Source: an optimization exercise on an open RTL-to-GDS flow (aim: small area). Production flows keep margins and buffers that such runs may drop.
Only simulation tests tie the RTL to the original design; equivalence was not proved.
Power figures rest on the tool's default switching activity, not on a simulated workload.

Setup of build 65:
Design sdh_top, start of the top module:
module sdh_top #(
    parameter integer F_CLK = 50000000
) (
    input  wire        clk,
    input  wire        rst,
    input  wire        req_valid,
    output wire        req_ready,
    input  wire [3:0]  req_op,
    input  wire [31:0] req_arg,
    input  wire [5:0]  req_cmd,
    input  wire        req_keep,
    output reg         rsp_valid,
    output reg  [3:0]  rsp_status,
    output wire [7:0]  rsp_data,
    output wire [5:0]  rsp_cmd,
    output reg  [2:0]  rsp_shape,
    output wire [7:0]  rsp_token,
    output reg  [31:0] rsp_ext,
    output reg  [3:0]  rsp_npoll,
    output reg         rsp_busy,
    output reg         rsp_vdd_valid,
    output reg  [5:0]  rsp_vdd_low,
    output reg  [5:0]  rsp_vdd_high,
    output reg  [1:0]  rsp_va,
    output reg         sh_link,
    output reg         sh_en,
    output reg         sh_ai,
    output reg  [15:0] sh_addr,
    output reg  [2:0]  sh_cs,
    output reg         sh_fdiv_valid,
    output reg  [7:0]  sh_fdiv,
    output wire        tx_valid,
    output reg  [7:0]  tx_data,
    input  wire        tx_ready,
    input  wire        rx_valid,
    input  wire [7:0]  rx_data,
    output wire        rx_ready
);
    localparam [2:0] IW = 3'd4;
    localparam [26:0] N2M1 = 2 * F_CLK - 1;
    localparam OP_INIT = 4'd0, OP_CLOSE = 4'd1, OP_ENABLE = 4'd2, OP_DISABLE = 4'd3,
               OP_SETADDR = 4'd4, OP_SETAI = 4'd5, OP_RDCFG = 4'd6, OP_SPEED = 4'd7,
               OP_SELECT = 4'd8, OP_XCHG = 4'd9, OP_SDCMD = 4'd10, OP_SDACMD = 4'd11;
    localparam ST_OK = 4'd0, ST_RANGE = 4'd1, ST_VALUE = 4'd2, ST_STATE = 4'd3,
               ST_PROTO = 4'd4, ST_NOTOKEN = 4'd5, ST_R1ERR = 4'd6, ST_EXTERR = 4'd7,
               ST_BADOP = 4'd8;
    localparam SH_R1 = 3'd0, SH_R1B = 3'd1, SH_R2 = 3'd2, SH_R3 = 3'd3, SH_R7 = 3'd4;
    localparam K_FLUSH = 3'd0, K_CFGWR = 3'd1, K_CFGRD = 3'd2, K_SETADDR = 3'd3,
               K_WRHDR = 3'd4, K_WRDATA = 3'd5, K_RDHDR = 3'd6, K_RDDATA = 3'd7;
    localparam M_IDLE = 3'd0, M_CHECK = 3'd1, M_INIT = 3'd2, M_SINGLE = 3'd3,
               M_BRIDGE = 3'd4, M_DIV = 3'd5, M_SDEND = 3'd6;
  ...
==> flow/config.mk <==
export PLATFORM = sky130hd
export DESIGN_NAME = sdh_top
export DESIGN_NICKNAME = sdh_top
export VERILOG_FILES = /design/flow/design.v
export SDC_FILE = /design/flow/constraint.sdc
export NUM_CORES = 4
export LEC_CHECK = 0
export ABC_AREA = 1
export CAP_MARGIN = 20
export CORE_MARGIN = 2
export CORE_UTILIZATION = 40
export SLEW_MARGIN = 20
==> flow/constraint.sdc <==
create_clock -name core_clock -period 10.0 [get_ports {clk}]
set_input_delay 2.0000 -clock core_clock [delete_from_list [all_inputs] [get_ports {clk}]]
set_output_delay 2.0000 -clock core_clock [all_outputs]
set_load 0.01 [all_outputs]
standard.sh (not shown) runs the stock make flow with config.mk's settings and CLKGATE_MAP_FILE= SYNTH_SCRIPT=/design/flow/synth_recipe.tcl, a recipe that flattens the netlist after the stock synthesis.
==> flow/flow/run.sh <==
#!/bin/bash
# The standard layout with three changes to how it is made:
#  - after the standard synthesis, its combinational logic is mapped again for
#    area by Yosys/ABC (flow/remap.sh); every register keeps its name and cell;
#  - every input and output port gets the smallest buffer (buf_1);
#  - the clock tree uses clkbuf_8 buffers only, without dummy loads.
# Each tool writes its full output to a log file in this folder (and ORFS's
# own logs under orfs/logs).
set -euo pipefail
export BUFFER_PORTS_ARGS="-buffer_cell sky130_fd_sc_hd__buf_1"
export REMOVE_ABC_BUFFERS=1
export CTS_ARGS="-sink_clustering_enable -dont_use_dummy_load -buf_list sky130_fd_sc_hd__clkbuf_8 -root_buf sky130_fd_sc_hd__clkbuf_8 -sink_clustering_size 24 -sink_clustering_max_diameter 60"
RES="$PWD/orfs/results/$FLOW_PLATFORM/sdh_top/base"
bash standard.sh "$RES/1_2_yosys.v" > synth_flow.log 2>&1
bash flow/remap.sh "$RES/1_2_yosys.v" > remap.log 2>&1
bash standard.sh > standard_flow.log 2>&1
Other scripts of this flow, unchanged in this note and not shown: flow/flow/remap.sh
Inputs modified between build 65 and build 35:
--- a/flow/flow/run.sh
+++ b/flow/flow/run.sh
@@ -5,3 +5,3 @@
 #  - every input and output port gets the smallest buffer (buf_1);
-#  - the clock tree uses clkbuf_8 buffers only, without dummy loads.
+#  - the clock tree uses clkbuf_8 leaf buffers under a clkbuf_16 root, without dummy loads.
 # Each tool writes its full output to a log file in this folder (and ORFS's
@@ -11,3 +11,3 @@
 export REMOVE_ABC_BUFFERS=1
-export CTS_ARGS="-sink_clustering_enable -dont_use_dummy_load -buf_list sky130_fd_sc_hd__clkbuf_8 -root_buf sky130_fd_sc_hd__clkbuf_8 -sink_clustering_size 24 -sink_clustering_max_diameter 60"
+export CTS_ARGS="-sink_clustering_enable -dont_use_dummy_load -buf_list sky130_fd_sc_hd__clkbuf_8 -root_buf sky130_fd_sc_hd__clkbuf_16 -sink_clustering_buffer sky130_fd_sc_hd__clkbuf_8 -sink_clustering_size 24"
 RES="$PWD/orfs/results/$FLOW_PLATFORM/sdh_top/base"
==> results.txt <==
Reported for build 65 and build 35, final instance count without filler cells turned out identical to the last digit. The utilization in build 35 sits 0.53 points above the value recorded for build 65. Re cell area: build 65 and build 35 aren't equal, and the higher value belongs to build 35. Compared with build 65, build 35 shows a fraction of area in clock buffers and inverters that is 1.1 points higher. Switching part of the total power was higher in the run labelled build 65. Comparing build 35 with build 65, the global-route usage came out essentially unchanged. Across both runs, worst slew slack as a fraction of its limit was lower for build 35 than for build 65. Total half-perimeter wirelength after legalization and detailed placement came out exactly the same in build 65 and build 35. On period utilization, build 65 and build 35 are neck and neck.
Here is what was changed in the inputs of build 95 compared with build 35.
--- a/flow/flow/run.sh
+++ b/flow/flow/run.sh
@@ -5,3 +5,3 @@
 #  - every input and output port gets the smallest buffer (buf_1);
-#  - the clock tree uses clkbuf_8 leaf buffers under a clkbuf_16 root, without dummy loads.
+#  - the clock tree uses clkbuf_8 buffers only, without dummy loads.
 # Each tool writes its full output to a log file in this folder (and ORFS's
@@ -11,3 +11,3 @@
 export REMOVE_ABC_BUFFERS=1
-export CTS_ARGS="-sink_clustering_enable -dont_use_dummy_load -buf_list sky130_fd_sc_hd__clkbuf_8 -root_buf sky130_fd_sc_hd__clkbuf_16 -sink_clustering_buffer sky130_fd_sc_hd__clkbuf_8 -sink_clustering_size 24"
+export CTS_ARGS="-sink_clustering_enable -dont_use_dummy_load -buf_list sky130_fd_sc_hd__clkbuf_8 -root_buf sky130_fd_sc_hd__clkbuf_8 -sink_clustering_size 24"
 RES="$PWD/orfs/results/$FLOW_PLATFORM/sdh_top/base"
==> comparison <==
Relative contribution of combinational cells to total power for build 95: 1.8 points up relative to build 35
Between build 95 and build 35, it is build 95 whose length of routed met2 wiring is higher, by about 0.54%.
Share of the final layout cell area in sequential cells in build 95 vs build 35: up 0.33 points
Flip-flop and latch count of build 35 is on par with build 95.
Build 95 -> build 35: fmax flat
Against build 35, final worst hold slack in build 95 came out better.
Status: reg2reg setup slack parity (build 95, build 35)
Build 95 ended with more length of the first detailed-routing pass in iterations than build 35.
Changes observed in build 95 relative to build 35: maximum vdd drop -2.6%; max-slew headroom at the worst pin +2.0 points.
Total via count in the routed design down 46 in build 95 wrt build 35
> inputs changed (build 95 -> build 93)
Settings: swapping 20 for 0 in SLEW_MARGIN; swapping 20 for 0 in CAP_MARGIN.
Notes after the runs:
CTS clock-pin slew for the worst setup and hold paths: build 93 vs build 95 — no meaningful difference
Build 95 → build 93: count of antenna diodes in the layout essentially unchanged; sequential cell count essentially unchanged.
Re placement row count: no difference whatsoever between build 93 and build 95.
The final layout from build 93, which completed every stage, passed the timing, DRC and antenna checks at the end of the flow.
Global router's overall resource usage came out exactly the same in build 93 and build 95.

========
## old
sdh_top, a different RTL version from the one above (not shown whole).
Size: roughly 180 I/O pins, about 0.010 mm² of cells after synthesis.
export LEC_CHECK = 0
export ABC_AREA = 1
export CAP_MARGIN = 20
export CORE_MARGIN = 2
export CORE_UTILIZATION = 40
export SLEW_MARGIN = 20
create_clock -name core_clock -period 10.0 [get_ports {clk}]
==> flow/flow/run.sh <==
#!/bin/bash
# The standard layout, with the smallest buffer on every input and output port
# instead of the one buffer_ports picks by default, and a clock tree of small
# buffers under one strong root buffer, without dummy loads.
set -euo pipefail
export BUFFER_PORTS_ARGS="-buffer_cell sky130_fd_sc_hd__buf_1"
export CTS_ARGS="-sink_clustering_enable -dont_use_dummy_load -buf_list sky130_fd_sc_hd__clkbuf_8 -root_buf sky130_fd_sc_hd__clkbuf_16"
bash standard.sh > standard_flow.log 2>&1
Setup changes, old to new
==> flow/flow/run.sh <==
#!/bin/bash
# The standard layout, with the smallest buffer on every input and output port
# instead of the one buffer_ports picks by default.
set -euo pipefail
export BUFFER_PORTS_ARGS="-buffer_cell sky130_fd_sc_hd__buf_1"
bash standard.sh > standard_flow.log 2>&1
==> comparison <==
The run with more setup slack is old; new has less. Comparing old and new, the lower clock buffer count was measured on old. Going from old to new, the first-iteration DRC count was found to have gone down by 29.

========
Another version of the RTL of sdh_top (not shown whole).
Size: ~1400 cells after synthesis.
Settings: LEC_CHECK=0, ABC_AREA=1, CAP_MARGIN=20, CORE_MARGIN=2, CORE_UTILIZATION=40, SLEW_MARGIN=20; clock period 10.0 ns.
==> flow/flow/run.sh <==
#!/bin/bash
# The standard layout, with the smallest buffer on every input and output port
# instead of the one buffer_ports picks by default, and a clock tree of small
# buffers under one strong root buffer, without dummy loads.
set -euo pipefail
export BUFFER_PORTS_ARGS="-buffer_cell sky130_fd_sc_hd__buf_1"
export REMOVE_ABC_BUFFERS=1
export RECOVER_POWER=100
export CTS_ARGS="-sink_clustering_enable -dont_use_dummy_load -buf_list sky130_fd_sc_hd__clkbuf_8 -root_buf sky130_fd_sc_hd__clkbuf_16"
bash standard.sh > standard_flow.log 2>&1
The starting point produced a layout that fails on max-capacitance violations, max-slew violations.
Change:
--- a/flow/flow/run.sh
+++ b/flow/flow/run.sh
@@ -6,4 +6,2 @@
 export BUFFER_PORTS_ARGS="-buffer_cell sky130_fd_sc_hd__buf_1"
-export REMOVE_ABC_BUFFERS=1
-export RECOVER_POWER=100
 export CTS_ARGS="-sink_clustering_enable -dont_use_dummy_load -buf_list sky130_fd_sc_hd__clkbuf_8 -root_buf sky130_fd_sc_hd__clkbuf_16"
After rerunning: This time the run passed the timing, DRC and antenna checks. Sequential power is about the same. Synthesized area is unchanged. Register-to-register slack improves by 1500 ps. Clock-buffer cell count is unchanged. Cell count is unchanged. Routed wire length falls by a few percent. Non-clock buffer count does not change. Synthesized cell count is unchanged.

========
sdh_top again, from the RTL that the note above started with.
Settings: LEC_CHECK=0, ABC_AREA=1, CAP_MARGIN=10, CORE_MARGIN=2, CORE_UTILIZATION=50, SLEW_MARGIN=10; clock period 10.0 ns.
==> flow/flow/run.sh <==
#!/bin/bash
# The standard layout with three changes to how it is made:
#  - after the standard synthesis, its combinational logic is mapped again for
#    area by Yosys/ABC (flow/remap.sh); every register keeps its name and cell;
#  - every input and output port gets the smallest buffer (buf_1);
#  - the clock tree uses clkbuf_8 under one clkbuf_16 root, without dummy loads.
# Each tool writes its full output to a log file in this folder (and ORFS's
# own logs under orfs/logs).
set -euo pipefail
export BUFFER_PORTS_ARGS="-buffer_cell sky130_fd_sc_hd__buf_1"
export REMOVE_ABC_BUFFERS=1
export CTS_ARGS="-sink_clustering_enable -dont_use_dummy_load -buf_list sky130_fd_sc_hd__clkbuf_8 -root_buf sky130_fd_sc_hd__clkbuf_16"
RES="$PWD/orfs/results/$FLOW_PLATFORM/sdh_top/base"
bash standard.sh "$RES/1_2_yosys.v" > synth_flow.log 2>&1
bash flow/remap.sh "$RES/1_2_yosys.v" > remap.log 2>&1
bash standard.sh > standard_flow.log 2>&1
Other scripts of this flow, unchanged in this note and not shown: flow/flow/remap.sh
The baseline finished clean.
Rerun with:
Settings changed: CAP_MARGIN 10 to 20, CORE_UTILIZATION 50 to 40, SLEW_MARGIN 10 to 20.
The changed run finished clean; clock skew grows by 3.9 ps; power barely changes; core utilization shrinks by 12 points; design area grows slightly; flip-flop and latch count is unchanged; worst setup slack gets worse by 100 ps; fmax shrinks slightly; sequential power barely changes; count of clock-buffer cells in the layout does not change; clock power shrinks slightly.

-- static timing again, ports no longer ideal --
How much do the figures lean on ideal ports? The routed layouts below were timed once more, with nothing changed but the port constraints.
Step 1 sets driving cells, clkbuf_16 on the clock port and buf_2 on the other inputs (assumed; they add their load-dependent delay and slew).
Step 2 times the ports against the registers' clock, not the clock port: input delays grow and output delays shrink by t, the midpoint of the rising clock arrivals with the driver on.
Slacks: ideal / step 1 / step 2; pairs: ideal / step 1.
run	shift t [ns]	setup WS [ns]	worst register clock-pin slew, ns
build 65	0.436	2.307 / 2.307 / 2.307	0.12 / 0.12
build 35	0.401	2.297 / 2.297 / 2.297	0.08 / 0.08
build 95	0.436	2.307 / 2.307 / 2.307	0.12 / 0.12
build 93	0.436	2.307 / 2.307 / 2.307	0.12 / 0.12
old	0.424	4.690 / 4.641 / 5.066	0.11 / 0.11
new	0.477	4.605 / 4.558 / 5.035	0.07 / 0.07
the first run of note 3	0.431	3.845 / 3.845 / 3.845	0.11 / 0.11
the second run of note 3	0.423	5.153 / 5.107 / 5.125	0.10 / 0.10
the first run of note 4	0.422	3.856 / 3.856 / 3.856	0.09 / 0.09
the second run of note 4	0.418	3.757 / 3.757 / 3.757	0.09 / 0.09
For the second run of note 3, which loses most, drivers alone change the setup slack by -0.046 ns; drivers and shift together by -0.028 ns.
